Background: an optimization exercise with open tools, aiming at small area, a short achievable clock period and few clock cycles per item. Do not read the settings as production practice. In this exercise RTL edits were held to simulation tests only and were not proved equivalent to the original. Power figures rest on the tool's default switching activity, not on a simulated workload.

==> flow/flow/run.sh <==
#!/bin/bash
# The standard layout (the standard.sh: unchanged synthesis, floorplan,
# placement, CTS and routing). Only the cell that buffers each input and
# output port is chosen explicitly: a plain buf_1 instead of the delay cell.
set -euo pipefail
bash standard.sh "BUFFER_PORTS_ARGS=-buffer_cell sky130_fd_sc_hd__buf_1" finish > flow_make.log 2>&1
test -f out/final.def
==> flow/standard.sh <==
#!/bin/bash
# synth_recipe.tcl (not shown) runs the flow's synth.tcl, then flattens the netlist and writes it again
# the make line also repeats each setting of config.mk as NAME=value (left out here)
make -C /OpenROAD-flow-scripts/flow DESIGN_CONFIG=/design/flow/config.mk WORK_HOME=/design/flow/orfs CLKGATE_MAP_FILE= SYNTH_SCRIPT=/design/flow/synth_recipe.tcl "${@:-finish}"
==> flow/config.mk <==
export PLATFORM = sky130hd
export DESIGN_NAME = hdu_plane_dec
export DESIGN_NICKNAME = hdu_plane_dec
export VERILOG_FILES = /design/flow/design.v
export SDC_FILE = /design/flow/constraint.sdc
export NUM_CORES = 4
export LEC_CHECK = 0
export CAP_MARGIN = 20
export CORE_MARGIN = 2
export CORE_UTILIZATION = 40
export SETUP_SLACK_MARGIN = 5
export SLEW_MARGIN = 20
==> flow/constraint.sdc <==
create_clock -name core_clock -period 11.0 [get_ports {clk}]
set_input_delay 2.2000 -clock core_clock [delete_from_list [all_inputs] [get_ports {clk}]]
set_output_delay 2.2000 -clock core_clock [all_outputs]
set_load 0.01 [all_outputs]
==> flow/design.v <==
module hdu_plane_dec (
    input  wire        clk,
    input  wire        rst,           
    input  wire        tab_we,
    input  wire [4:0]  tab_addr,      
    input  wire [4:0]  tab_len,
    input  wire [15:0] tab_code,
    input  wire        start,
    input  wire [15:0] cfg_cols,
    input  wire [15:0] cfg_rows,
    input  wire [23:0] cfg_psize,     
    input  wire [15:0] cfg_seed,
    input  wire        in_valid,
    input  wire [7:0]  in_data,
    output wire        in_ready,
    output wire        out_valid,
    output wire [15:0] out_sample,
    input  wire        out_ready,
    output reg         done,
    output reg  [3:0]  err_cause,
    output reg  [2:0]  err_sub,
    output reg  [26:0] pos
);
    localparam NTAB = 20;
    localparam C_NONE  = 4'd0, C_TRUNC = 4'd3, C_TABLE = 4'd4, C_STREAM = 4'd5;
    localparam T_LEAF_ON_PATH = 3'd1, T_INTERNAL_AT_LEAF = 3'd2, T_DUPLICATE = 3'd3,
               T_BAD_LENGTH   = 3'd4, T_NO_SENTINEL      = 3'd5;
    localparam S_UNDEF_LEAF = 3'd1, S_ABSENT = 3'd2, S_BAD_SIZE = 3'd3,
               S_OVERFLOW   = 3'd4, S_BAD_SEED = 3'd5;
    localparam ST_IDLE = 3'd0,
               ST_CHK  = 3'd1,    
               ST_RDB  = 3'd2,    
               ST_RDL  = 3'd3,    
               ST_RCK  = 3'd4,    
               ST_RUN  = 3'd5,    
               ST_SER  = 3'd6,    
               ST_END  = 3'd7;    
    localparam K_SENT = 3'd0;
    reg [2:0]  state;
    reg [4:0]  tlen  [0:NTAB-1];
    reg [15:0] tcode [0:NTAB-1];
    reg        wq_we;
    reg [4:0]  wq_addr;
    reg [4:0]  wq_len;
    reg [39:0] buf_q;
    reg [5:0]  cnt;
    wire [15:0] win   = buf_q[39:24];
    wire [31:0] top32 = buf_q[39:8];
    reg [4:0]  chk_next;
    reg        evt;
    reg [2:0]  evt_kind;
    reg [4:0]  t;             
    reg [4:0]      wl;        
    reg [4:0]      vi;        
    reg            vo;
    reg        seed_ok, empty;
    reg [15:0] cols, col, rowrem;
    reg [23:0] rem;           
    reg        rem_z;         
    reg [7:0]  ib;            
    reg        ib_v;
    reg        e_big, e_tr, e_ser;
    reg [4:0]  lsel_q;
    reg        s2_valid;
    reg [15:0] s2_v;          
    reg [4:0]  s2_s;
    reg [5:0]  s2_c;
    reg        s2_seedp;
    reg        s2_top;        
    reg [5:0]  pc;            
    reg        halt;          
    reg        o_valid;
    reg [15:0] o_sample;
    assign out_valid  = o_valid;
    assign out_sample = o_sample;
    function [15:0] top_mask(input [4:0] n);
        begin
            if (n >= 5'd16)
                top_mask = 16'hffff;
            else
                top_mask = ~(16'hffff >> n);
        end
    endfunction
    function [NTAB-1:0] thermo(input [4:0] n);
        integer i;
        begin
            for (i = 0; i < NTAB; i = i + 1)
                thermo[i] = (i < n);
        end
    endfunction
    function [NTAB-1:0] onehot(input [4:0] n);
        integer i;
        begin
            for (i = 0; i < NTAB; i = i + 1)
                onehot[i] = (i == n);
        end
    endfunction
    wire [15:0]     wm = top_mask(wl);
    wire [NTAB-1:0] vq = vo ? onehot(vi) : thermo(vi);
    reg [NTAB-1:0] hit;
    integer k;
    always @(*) begin
        for (k = 0; k < NTAB; k = k + 1)
            hit[k] = (((tcode[k] ^ win) & top_mask(tlen[k]) & wm) == 16'd0) && vq[k];
    end
    wire any_hit = |hit;
    reg [4:0] lsel;
    reg [4:0] ssel;
    always @(*) begin
        lsel = 5'd0;
        ssel = 5'd0;
        for (k = 0; k < NTAB; k = k + 1) begin
            lsel = lsel | (hit[k] ? tlen[k] : 5'd0);
            ssel = ssel | (hit[k] ? k[4:0] : 5'd0);
        end
    end
    wire mchk = wq_we || (state == ST_RCK);
    wire [4:0] idx = wq_we ? wq_addr : chk_next;
    wire [2:0] ck_kind = (wq_len == 5'd0)  ? K_SENT :
                         (wq_len > 5'd16)  ? T_BAD_LENGTH :
                         (lsel < wq_len)   ? T_LEAF_ON_PATH :
                         (lsel == wq_len)  ? T_DUPLICATE : T_INTERNAL_AT_LEAF;
    wire       ck_evt  = (wq_len == 5'd0) || (wq_len > 5'd16) || any_hit;
    reg [5:0]  csel;
    reg [5:0]  ck;
    always @(*) begin
        csel = 6'd0;
        for (k = 0; k < NTAB; k = k + 1) begin
            ck   = {1'b0, tlen[k]} + k;
            csel = csel | (hit[k] ? ck : 6'd0);
        end
    end
    wire [5:0] c      = csel;
    wire       big    = hit[17] | hit[18] | hit[19];
    wire       ok_c   = any_hit && !big && (c <= cnt);
    wire       ok_l   = any_hit && ({1'b0, lsel} <= cnt);
    wire       exhausted = rem_z && !ib_v;
    wire       last_col  = (col == cols);
    wire       last1     = last_col && (rowrem == 16'd1);
    wire [63:0] vsh   = {32'd0, top32} << c;
    wire [15:0] v_raw = vsh[47:32];
    wire        v_top = (ssel != 5'd0) && top32[5'd31 - lsel];
    wire [15:0] s_mask = ~(16'hffff << s2_s);
    wire [16:0] x      = s2_top ? {1'b0, s2_v & s_mask} : {1'b1, s2_v | ~s_mask};
    wire [15:0] pred   = s2_seedp ? 16'd512 : o_sample;
    wire [17:0] sum    = {2'b00, pred} + {x[16], x} + {17'd0, ~s2_top};
    wire        ovf    = sum[17:16] != 2'b00;
    wire s3_free = !o_valid || out_ready;
    wire s2_go   = s2_valid && s3_free && !halt;
    wire s2_free = !s2_valid || s3_free;
    wire fire = (state == ST_RUN) && ok_c && s2_free;
    wire go_ok = seed_ok && evt && (evt_kind == K_SENT) && !empty && (chk_next != 5'd0);
    wire merge = ib_v && (cnt <= 6'd32);
    assign in_ready = !rem_z &&
                      (((state == ST_RUN) && (!ib_v || (cnt <= 6'd32))) ||
                       ((state == ST_CHK) && !wq_we && go_ok));
    wire take = in_ready && in_valid;
    reg [39:0] pre;
    integer j, b;
    always @(*) begin
        pre = buf_q;
        for (j = 0; j < 40; j = j + 1)
            for (b = 0; b < 8; b = b + 1)
                if (32 - j + b >= 0 && 32 - j + b <= 32)
                    if (merge && cnt == 32 - j + b)
                        pre[j] = pre[j] | ib[b];
    end
    wire [39:0] shifted = pre << c;
    wire end_ready = !o_valid || out_ready;
    wire [26:0] pos_step = halt     ? ~{21'd0, pc} + 27'd1 :
                           s2_valid ? {21'd0, s2_c} : {22'd0, t};
    wire [26:0] pos_next = pos + pos_step;
    always @(posedge clk) begin
        if (wq_we) begin
            tlen[wq_addr]  <= wq_len;
            tcode[wq_addr] <= buf_q[23:8];
        end
    end
    always @(posedge clk) begin
        done <= 1'b0;
        wl   <= 5'd16;
        if (s2_go) begin
            o_valid  <= !ovf;
            o_sample <= sum[15:0];
            pos      <= pos_next;
            pc       <= s2_c;
        end else if (out_ready)
            o_valid  <= 1'b0;
        if (state == ST_RUN && s2_free) begin
            s2_v     <= v_raw;
            s2_s     <= ssel;
            s2_c     <= c;
            s2_top   <= v_top;
            s2_seedp <= (col[15:2] == 14'd0) && !(col[1] && col[0]);
        end
        if (fire)
            s2_valid <= 1'b1;
        else if (s2_go)
            s2_valid <= 1'b0;
        e_big  <= (state == ST_RUN) && ok_l && big;
        e_tr   <= (state == ST_RUN) && ok_l && !big && (c > cnt) && exhausted;
        e_ser  <= (state == ST_RUN) && !ok_l && (exhausted || cnt >= 6'd16);
        lsel_q <= lsel;
        if (state == ST_IDLE) begin
            if (tab_we) begin
                buf_q[39:24] <= tab_code << (5'd16 - tab_len);
                buf_q[23:8]  <= tab_code << (5'd16 - tab_len);
            end
        end else if (state == ST_CHK) begin
            buf_q <= {in_data & {8{take}}, 32'd0};
            cnt   <= take ? 6'd8 : 6'd0;
        end else if (state == ST_RDB) begin
            if (!any_hit)
                buf_q[39 - t] <= 1'b1;
        end else if (state == ST_RUN) begin
            buf_q <= fire ? shifted : pre;
            cnt   <= fire ? cnt + (merge ? 6'd8 : 6'd0) - c : cnt + (merge ? 6'd8 : 6'd0);
        end
        if (take) begin
            rem   <= rem - 24'd1;
            rem_z <= (rem == 24'd1);
        end
        if (state == ST_RUN && take) begin
            ib   <= in_data;
            ib_v <= 1'b1;
        end else if (merge && state == ST_RUN)
            ib_v <= 1'b0;
        wq_we   <= tab_we && (tab_addr < NTAB) && (state == ST_IDLE);
        if (state == ST_IDLE) begin
            wq_addr <= tab_addr;
            wq_len  <= tab_len;
        end
        if (state == ST_IDLE && tab_we) begin
            wl <= tab_len;
            vi <= tab_addr; vo <= 1'b0;
        end
        if (mchk && (idx <= chk_next)) begin
            evt      <= ck_evt;
            evt_kind <= ck_kind;
            chk_next <= ck_evt ? idx : idx + 5'd1;
        end
        case (state)
        ST_IDLE: begin
            if (start) begin
                cols    <= cfg_cols;
                rowrem  <= cfg_rows;
                col     <= 16'd1;
                rem     <= cfg_psize;
                rem_z   <= (cfg_psize == 24'd0);
                ib_v    <= 1'b0;
                cnt     <= 6'd0;
                seed_ok <= (cfg_seed == 16'd512);
                empty   <= (cfg_rows == 16'd0) || (cfg_cols == 16'd0);
                pos     <= 27'd0;
                state   <= ST_CHK;
            end
        end
        ST_CHK: begin
            if (!wq_we) begin
                if (!seed_ok) begin
                    err_cause <= C_STREAM; err_sub <= S_BAD_SEED; pos <= 27'd0;
                    done <= 1'b1; state <= ST_IDLE;
                end else if (evt) begin
                    if (evt_kind != K_SENT) begin
                        err_cause <= C_TABLE; err_sub <= evt_kind; pos <= {22'd0, chk_next};
                        done <= 1'b1; state <= ST_IDLE;
                    end else if (empty) begin
                        err_cause <= C_NONE; err_sub <= 3'd0; pos <= 27'd0;
                        done <= 1'b1; state <= ST_IDLE;
                    end else if (chk_next == 5'd0) begin
                        err_cause <= C_STREAM; err_sub <= S_UNDEF_LEAF; pos <= 27'd0;
                        done <= 1'b1; state <= ST_IDLE;
                    end else begin
                        vi    <= chk_next; vo <= 1'b0;
                        state <= ST_RUN;
                    end
                end else if (chk_next == NTAB) begin
                    err_cause <= C_TABLE; err_sub <= T_NO_SENTINEL; pos <= NTAB;
                    done <= 1'b1; state <= ST_IDLE;
                end else begin
                    buf_q <= 40'd0;
                    t     <= 5'd0;
                    wl    <= 5'd1;
                    vi    <= chk_next; vo <= 1'b1;
                    state <= ST_RDB;
                end
            end
        end
        ST_RDB: begin
            t <= t + 5'd1;
            if (t == 5'd15)
                state <= ST_RDL;
            else
                wl <= t + 5'd2;
        end
        ST_RDL: begin
            if (t == 5'd16) begin
                wq_len <= lsel;
                t      <= 5'd17;
            end else begin
                wl    <= wq_len;
                vi    <= chk_next; vo <= 1'b0;
                state <= ST_RCK;
            end
        end
        ST_RCK: begin
            t <= 5'd0;
            if (ck_evt || chk_next == NTAB - 1)
                state <= ST_CHK;
            else begin
                buf_q <= 40'd0;
                wl    <= 5'd1;
                vi    <= chk_next + 5'd1; vo <= 1'b1;
                state <= ST_RDB;
            end
        end
        ST_RUN: begin
            if (fire) begin
                if (last_col) begin
                    col    <= 16'd1;
                    rowrem <= rowrem - 16'd1;
                end else
                    col <= col + 16'd1;
            end
            if (fire && last1) begin
                err_cause <= C_NONE; err_sub <= 3'd0; t <= 5'd0;
                state <= ST_END;
            end else if (e_big) begin
                err_cause <= C_STREAM; err_sub <= S_BAD_SIZE; t <= 5'd0;
                state <= ST_END;
            end else if (e_tr) begin
                err_cause <= C_TRUNC; err_sub <= 3'd0; t <= lsel_q;
                state <= ST_END;
            end else if (e_ser) begin
                t     <= 5'd0;
                wl    <= 5'd1;
                state <= ST_SER;
            end
        end
        ST_SER: begin
            if (exhausted && {1'b0, t} == cnt) begin
                err_cause <= C_TRUNC; err_sub <= 3'd0;
                state <= ST_END;
            end else if (!any_hit) begin
                err_cause <= C_STREAM; err_sub <= S_ABSENT;
                state <= ST_END;
            end else begin
                t  <= t + 5'd1;
                wl <= t + 5'd2;
            end
        end
        ST_END: begin
            if (halt) begin
                pos      <= pos_next;
                halt     <= 1'b0;
                s2_valid <= 1'b0;
                done     <= 1'b1;
                state    <= ST_IDLE;
            end else if (end_ready && !s2_valid) begin
                pos   <= pos_next;
                done  <= 1'b1;
                state <= ST_IDLE;
            end
        end
        endcase
        if (s2_go && ovf) begin
            err_cause <= C_STREAM; err_sub <= S_OVERFLOW;
            halt  <= 1'b1;
            state <= ST_END;
        end
        if (rst) begin
            state    <= ST_IDLE;
            done     <= 1'b0;
            o_valid  <= 1'b0;
            s2_valid <= 1'b0;
            halt     <= 1'b0;
            wq_we    <= 1'b0;
            chk_next <= 5'd0;
            evt      <= 1'b0;
        end
    end
endmodule
==> results of run 1 <==
per-layer routing:
layer | global-route usage | routed length (um)
met5 | 0 | 30
met4 | 0.248 | 19200
met3 | 0.0886 | 26700
met1 | 0.454 | 84500
met2 | 0.539 | 96500
path summary, 6_finish.rpt:
check	from	to	slack, ns	depth (start not counted)
max	vi[4]	buf_q[39]	4.91	23
max reg2reg	vi[4]	buf_q[39]	4.91	23
min reg2reg	s2_c[4]	pc[4]	0.45	0
min	s2_c[4]	pc[4]	0.45	0
metrics by stage:
stage               instance area [um2]  worst slack (ns)   util
global route                      54400              4.85  0.467
finish                            54400              4.91  0.467
floorplan                         47000              5.02      -
CTS                               52900              5.00  0.454
detailed placement                49100              2.78  0.422
global placement                  49100              2.83  0.422
cells by family (layout without fill, tap and decap cells):
| group | Yosys count | in the layout | synth area share |
|---|---|---|---|
| AO/OA/AOI/OAI | 1416 | 1416 | 0.208 |
| XOR/XNOR | 460 | 460 | 0.0858 |
| adder cells (fa/ha/maj) | 162 | 162 | 0.0438 |
| buffers and inverters | 535 | 808 | 0.0493 |
| flip-flops | 685 | 685 | 0.408 |
| multiplexers | 242 | 242 | 0.0530 |
| other | 1 | 9 | 0.0000799 |
| AND/OR/NAND/NOR | 1454 | 1457 | 0.152 |
area by class of cell:
type	instances	area share
Timing Repair inverter	1	0.000161
Antenna cell	8	0.000368
Clock inverter	47	0.00830
Timing Repair Buffer	479	0.0649
Tap cell	1524	0.0351
Sequential cell	685	0.353
Inverter	180	0.0128
Clock buffer	101	0.0407
Multi-Input combinational cell	3738	0.485
worst max-delay path, delay by kind of cell (launching register included):
family,cells,cell delay [ns]
buffers and inverters,6,1.23
AND/OR/NAND/NOR,7,2.14
flip-flops,1,0.39
adder cells (fa/ha/maj),1,0.32
AO/OA/AOI/OAI,9,1.89
what timing repair did:
action                                  4_1_cts  5_1_grt
hold buffers                                  0        0
endpoints found under the setup margin      122      103
pin swaps                                    20       37
resized for setup                           112      122
cloned                                        6        8
buffers inserted                             63      103
where the power goes:
| group | switching [mW] | total, mW | internal (mW) |
|---|---|---|---|
| combinational | 3.41 | 4.93 | 1.52 |
| sequential | 0.222 | 3.29 | 3.06 |
| clock | 1.21 | 2.77 | 1.56 |
| total | 4.84 | 11.0 | 6.14 |
cell usage in the layout, fill, tap and decap left out, drive strengths merged, types with 117 or more instances in the layout:
cell type	count
nand3	145
inv	184
edfxtp	542
buf	468
mux2i	201
o21ai	288
dfxtp	143
nor3	189
xor2	134
nand2	378
a21oi	304
nor2	322
xnor2	326
a211oi	117
ha	158
state kept, by name, summed over array words and instances (netlist names), 6 cells and up:
register and flops:
tcode 320, cnt 6, pos 27, o_sample 16
ib 8, s2_c 6, rem 24, col 16
buf_q 40, cols 16, pc 6, tlen 100
rowrem 16, s2_v 16
==> impl_metrics.toml, run 1 <==
[status]
status = "complete, no violations"

[critical_path]
critPathMaxFanout = 27
start_kind = "register"
slowest_delay_ns = 0.70
path_cells = "buf_4 -> nor2_1 -> o31ai_2 -> o311ai_0 -> or4_1 -> nor3_2 -> buf_4 -> o211ai_1 -> nand4_1 -> or4_1 -> buf_12 -> ha_1 -> nor2b_1 -> o22ai_2 -> o2111ai_4 -> buf_6 -> clkbuf_16 -> buf_4 -> nand2_1 -> o21ai_1 -> o31ai_1 -> o211ai_1 -> a21oi_1"
crit_required_ns = 11.59
crit_top_cell = "buf_4"
end_kind = "register"
critical_path_class = "reg -> reg"
slowest_stage = "or4_1"
arrival_ns = 6.69

[layout]
multiInputGateArea_um2 = 26400
seq_area_um2 = 19200
stdcell_count = 6763
synthToLayoutAreaGrowth_pct = 15.9
fillers = 11100
nets = 5441
drive_above_1_share = 0.133

[global_routing]
grt-ovfl-total = 0
track_usage = 0.359
antenna_found_initial = 14
grt_start_max_net_pins = 68
grt_pass1_wl_um = 314000
grt_pass1_vias = 42200

[sta]
setup_viol = 0
hold_ws_ns = 0.451
fmax_mhz = 164
fin_worst_skew_ns = 0.0368
worst_slew_pin_slew_ns = 1.37
slew_viol_final = 0
final_hold_viol_count = 0
fin_setup_tns_ns = 0
rsz0062_at_grt = "no"
slew_headroom = 0.0813
min_period_over_period = 0.554
period_needed_ns = 6.09

[pwr]
cellLeakagePower_nw = 19.0
p_total_mw = 11.0
power_density_nw_per_um2 = 202
ir_drop_uv = 143

[synth]
ys_top_cells_by_area = "edfxtp_1 35%, dfxtp_1 6.1%, xnor2_1 6.1%"
synth_warnings = 1
synth_top_area_frac = 0.347
yosysTopAreaCell = "edfxtp_1"
ys_seq_area_frac = 0.408
synth-edff-count = 542
synth.most_common_cell = "edfxtp_1"
synthTopCellsByCount = "542 x edfxtp_1, 376 x nand2_1, 326 x xnor2_1"
async_flop_share = 0
synth.avg_cell_area_um2 = 9.48
ys.flop_type = "edfxtp_1"
synth_seq_cells = 685
synth_cell_types = 110
syn_nets = 5229
syn_inst = 4955
netlist_area_um2 = 47000

[placed_design]
dp_hpwl_um = 152000
gp_congestion = 1.11
dp_cells = 6425
io_buffers = 163

[detailed_routing]
dr.pass1.iters = 10
wl_um = 227000
dr.first_iter.drc_count = 7872
drc = 0
via_per_inst = 6.76
vias = 45700
wire_per_inst_um = 33.5
ant_nets = 0

[clocking]
cts_max_level = 3
cts_tree = "done"
cts-buffers-inserted = 82
clk_pin_slew_ns = 0.07
cts_sinks = 685
clock_path_buffers = 3
worstSkewPairLatency_ns = 0.69
cts_root_buf = "clkbuf_16"

[floorplanning]
dieWidth_um = 347
start_util = 0.403
core.rowCount = 125
ios = 165
dieArea_um2 = 120000
core_area_um2 = 116000
chipHeight_um = 347

[hold_path]
hp-class = "reg -> reg"

[flow_run]
cap_violations = 0
Testbench counts, summed over its fixed seeds: cycles 18,543, samples 16,047.
==> run 2: changes to the inputs <==
--- a/flow/design.v
+++ b/flow/design.v
@@ -57,8 +57,6 @@
     reg [15:0] cols, col, rowrem;
     reg [23:0] rem;           
     reg        rem_z;         
-    reg [7:0]  ib;            
-    reg        ib_v;
     reg        e_big, e_tr, e_ser;
     reg [4:0]  lsel_q;
     reg        s2_valid;
@@ -134,7 +132,7 @@
     wire       big    = hit[17] | hit[18] | hit[19];
     wire       ok_c   = any_hit && !big && (c <= cnt);
     wire       ok_l   = any_hit && ({1'b0, lsel} <= cnt);
-    wire       exhausted = rem_z && !ib_v;
+    wire       exhausted = rem_z;
     wire       last_col  = (col == cols);
     wire       last1     = last_col && (rowrem == 16'd1);
     wire [63:0] vsh   = {32'd0, top32} << c;
@@ -150,11 +148,11 @@
     wire s2_free = !s2_valid || s3_free;
     wire fire = (state == ST_RUN) && ok_c && s2_free;
     wire go_ok = seed_ok && evt && (evt_kind == K_SENT) && !empty && (chk_next != 5'd0);
-    wire merge = ib_v && (cnt <= 6'd32);
     assign in_ready = !rem_z &&
-                      (((state == ST_RUN) && (!ib_v || (cnt <= 6'd32))) ||
+                      (((state == ST_RUN) && (cnt <= 6'd32)) ||
                        ((state == ST_CHK) && !wq_we && go_ok));
     wire take = in_ready && in_valid;
+    wire merge = take && (state == ST_RUN);
     reg [39:0] pre;
     integer j, b;
     always @(*) begin
@@ -163,7 +161,7 @@
             for (b = 0; b < 8; b = b + 1)
                 if (32 - j + b >= 0 && 32 - j + b <= 32)
                     if (merge && cnt == 32 - j + b)
-                        pre[j] = pre[j] | ib[b];
+                        pre[j] = pre[j] | in_data[b];
     end
     wire [39:0] shifted = pre << c;
     wire end_ready = !o_valid || out_ready;
@@ -220,11 +218,6 @@
             rem   <= rem - 24'd1;
             rem_z <= (rem == 24'd1);
         end
-        if (state == ST_RUN && take) begin
-            ib   <= in_data;
-            ib_v <= 1'b1;
-        end else if (merge && state == ST_RUN)
-            ib_v <= 1'b0;
         wq_we   <= tab_we && (tab_addr < NTAB) && (state == ST_IDLE);
         if (state == ST_IDLE) begin
             wq_addr <= tab_addr;
@@ -247,7 +240,6 @@
                 col     <= 16'd1;
                 rem     <= cfg_psize;
                 rem_z   <= (cfg_psize == 24'd0);
-                ib_v    <= 1'b0;
                 cnt     <= 6'd0;
                 seed_ok <= (cfg_seed == 16'd512);
                 empty   <= (cfg_rows == 16'd0) || (cfg_cols == 16'd0);
==> flow/run.sh (new file) <==
#!/bin/bash
# synth_recipe.tcl (not shown) runs the flow's synth.tcl, then flattens the netlist and writes it again
# the make line also repeats each setting of config.mk as NAME=value (left out here)
make -C /OpenROAD-flow-scripts/flow DESIGN_CONFIG=/design/flow/config.mk WORK_HOME=/design/flow/orfs CLKGATE_MAP_FILE= SYNTH_SCRIPT=/design/flow/synth_recipe.tcl finish
removed: flow/flow/run.sh
removed: flow/standard.sh
==> run 2 against run 1 <==
Against the previous run:
- clock-buffer cell count shrank 12
- synthesized cell count shrank 1.3%
- non-clock buffer count is 74 higher
- area after synthesis down 1.2%
- still clean on timing, DRC and antenna
- first-iteration DRC count down 7.0%
- largest power group unchanged
- cell count down 0.18%
- die area shrank 1.1%
- global-route usage is 0.52 points lower
==> impl_metrics.toml, run 2 <==
[layout]
fillers = 10700
nets = 5444
drive_above_1_share = 0.155
largest_reg_flops = 320
final_common_cell = "edfxtp_1"
synthToLayoutAreaGrowth_pct = 20.6
regMostFlops = "tcode"
post-route-util = 0.488
largestRegisters = "tcode: 320 flops, tlen: 100 flops, buf_q: 40 flops"
layout_common_cells = "534 x edfxtp_1, 332 x nand2_1, 330 x xnor2_1"
stdcell_count = 6751

[global_routing]
grt_busiest_layer = "met2"
use_met1 = 0.479
track_usage = 0.354
use_met3 = 0.0754
grt_start_max_net_pins = 70
grt-ovfl-total = 0
antenna_found_initial = 8
grt_pass1_vias = 41200
grt_pass1_wl_um = 304000
use_met2 = 0.516

[synth]
ys_top_cells_by_area = "edfxtp_1 35%, xnor2_1 6.2%, dfxtp_1 6.1%"
yosysTopAreaCell = "edfxtp_1"
netlist_area_um2 = 46400
synth_warnings = 1
synth_cell_types = 98
synth.avg_cell_area_um2 = 9.49
syn_inst = 4889
async_flop_share = 0
ys_seq_area_frac = 0.407
synth.most_common_cell = "edfxtp_1"
syn_nets = 5163
synthTopCellsByCount = "534 x edfxtp_1, 338 x nand2_1, 330 x xnor2_1"
synth_top_area_frac = 0.346
ys.flop_type = "edfxtp_1"
synth-edff-count = 534
synth_seq_cells = 676

[sta]
slew_viol_final = 0
slew_headroom = 0.218
fmax_mhz = 163
worst_slew_pin_slew_ns = 1.17
final_hold_viol_count = 0
setup_slack_ns = 4.88
rsz0062_at_grt = "yes"
setup_viol = 0
period_needed_ns = 6.12
hold_ws_ns = 0.458
fin_worst_skew_ns = 0.0520
min_period_over_period = 0.557
fin_setup_tns_ns = 0

[placed_design]
io_buffers = 163
dp_cells = 6357
gp_congestion = 1.05
dp_slack_ns = 3.14
dp_hpwl_um = 146000

[pwr]
p_int_mw = 7.28
clock_power_share = 0.197
ir_drop_uv = 143
cellLeakagePower_nw = 20.1
pwr-share-seq = 0.261
share_comb_of_total_power = 0.542
p_sw_frac = 0.473
p_sw_mw = 6.53
power_density_nw_per_um2 = 247

[clocking]
cts_max_level = 3
cts-buffers-inserted = 79
clk_pin_slew_ns = 0.07
worstSkewPairLatency_ns = 0.69
clock_path_buffers = 3
holdBufCountCts = 0
cts_tree = "done"
cts_root_buf = "clkbuf_16"
cts_sinks = 676

[critical_path]
critPathMaxFanout = 8
critical_path_class = "reg -> reg"
reg2reg_slack_ns = 4.88
path_cells = "buf_16 -> or3_1 -> o311ai_0 -> a311o_1 -> nor2b_4 -> buf_6 -> a222oi_1 -> nand4_1 -> a2111oi_4 -> clkbuf_16 -> inv_4 -> ha_4 -> and3_4 -> a221oi_4 -> a41oi_2 -> and3b_2 -> buf_6 -> o2111a_2 -> or3_4 -> nor3_4 -> or3b_4 -> nor2_1 -> o21ai_1 -> a21oi_1"
start_kind = "register"
end_kind = "register"
reg2regPathDepth = 24
reg2reg_to = "state[2]"
r2r_start = "wl[4]"
crit_required_ns = 11.52
slowest_stage = "a222oi_1"
arrival_ns = 6.64
crit_top_cell = "buf_6"
slowest_delay_ns = 0.72

[floorplanning]
start_util = 0.405
dieWidth_um = 345
ios = 165
core_area_um2 = 115000
dieArea_um2 = 119000
chipHeight_um = 345
core.rowCount = 124

[hold_path]
hold_start = "s2_c[0]"
hold_depth = 0
hold_path_end = "pc[0]"
hp-class = "reg -> reg"

[detailed_routing]
drc = 0
ant_nets = 0
dr.first_iter.drc_count = 7324
via_per_inst = 6.70
wl_um = 219000
wire_per_inst_um = 32.5
vias = 45300
dr.pass1.iters = 10

[status]
status = "complete, no violations"

[flow_run]
cap_violations = 0
[run 2: final cells by class]
class / instances / area [um2] / share of cell area
Clock buffer: 89 / 2070 / 0.0369
Timing Repair Buffer: 553 / 5370 / 0.0960
Clock inverter: 57 / 547 / 0.00977
Multi-Input combinational cell: 3687 / 26500 / 0.473
Inverter: 173 / 653 / 0.0117
Tap cell: 1512 / 1890 / 0.0338
Sequential cell: 676 / 18900 / 0.338
Antenna cell: 4 / 10.0 / 0.000179
[run 2: metal layers]
layer | wire length [um] | up-vias
met5 | 54 | -
met4 | 16400 | 2
met3 | 26300 | 803
met2 | 91000 | 3557
met1 | 85500 | 21800
li1 | - | 19100
[run 2: what timing repair did]
action                     in CTS  in global routing
resized for setup             157                167
pin swaps                      15                 50
gates cloned                   11                  7
buffers inserted               65                161
hold endpoints to repair        0                  0
setup endpoints to repair     134                106
[run 2: worst max-delay path: cells and delay by family, from the launching register on]
| kind | cells | cell delay (ns) |
|---|---|---|
| compound gates | 9 | 2.28 |
| simple gates | 9 | 2.22 |
| buf+inv | 5 | 0.69 |
| flops | 1 | 0.47 |
| fa+ha+maj | 1 | 0.26 |
[run 2: how the worst max path moves through the flow]
stage          slack, ns  depth (start not counted)        end        from
2_1_floorplan       5.02                         24  rowrem[0]       wl[2]
3_3_place_gp        3.07                         22  buf_q[26]       wl[4]
3_5_place_dp        3.14                         22  buf_q[35]       wl[0]
4_1_cts             4.90                         24  buf_q[29]  tlen[5][0]
5_1_grt             4.84                         29   state[2]       wl[4]
6_report            4.88                         24   state[2]       wl[4]
[run 2: power groups by stage]
| stage | logic [mW] | registers (mW) | clock network, mW |
|---|---|---|---|
| floorplan | 3.71 | 3.52 | 0 |
| global placement | 6.24 | 3.69 | 0 |
| detailed placement | 6.21 | 3.70 | 0 |
| CTS | 6.66 | 3.60 | 2.74 |
| global route | 7.61 | 3.63 | 2.83 |
| finish | 7.48 | 3.61 | 2.72 |
[run 2: cell families (layout without fill, tap and decap cells)]
kind of cell               after synthesis  after routing  share of synthesized area
buffers and inverters                  528            872                     0.0477
muxes                                  266            266                     0.0590
other                                    1              5                  0.0000808
xor gates and xnor gates               462            462                     0.0872
adders and majority gates              163            163                     0.0445
and+or+nand+nor                       1422           1424                      0.152
DFF                                    676            676                      0.407
AOI/OAI and AO/OA                     1371           1371                      0.203
[run 2: stage by stage]
stage	power, mW	instance area (um2)
after floorplan	7.23	46400
after global placement	9.93	49700
after detailed placement	9.91	49700
after CTS	13.0	53800
after global routing	14.1	56000
final	13.8	56000
Testbench counts of run 2, summed over its fixed seeds: cycles 18,469, samples 16,047.

[what the ideal ports hide]
The results above use ideal ports. As a check the final layouts listed here were re-extracted and re-timed, cells and wires unchanged.
Step 1: set_driving_cell puts a clkbuf_16 on clk and a buf_2 on each other input, an assumption about the parent block.
Step 2 moves the port delays by t, midway between the first and last clock arrival at a register: inputs arrive t later, outputs are due t later. That takes back most of the time a late clock gives input paths.
a / b / c = ideal / step 1 / step 2; a / b = the first two.
run | t, ns | setup slack, ns | hold slack, ns | clock arrival spread, ns | cell pins on the clock port's net
run 1 | 0.738 | 4.907 / 4.907 / 4.600 | 0.451 / 0.451 / 0.451 | 0.037 / 0.037 | 1
run 2 | 0.746 | 4.877 / 4.877 / 4.247 | 0.458 / 0.458 / 0.458 | 0.052 / 0.052 | 1
After both steps every run listed still meets setup and hold. For run 2, which loses most, drivers alone change the setup slack by 0.000 ns; drivers and shift together by -0.630 ns.
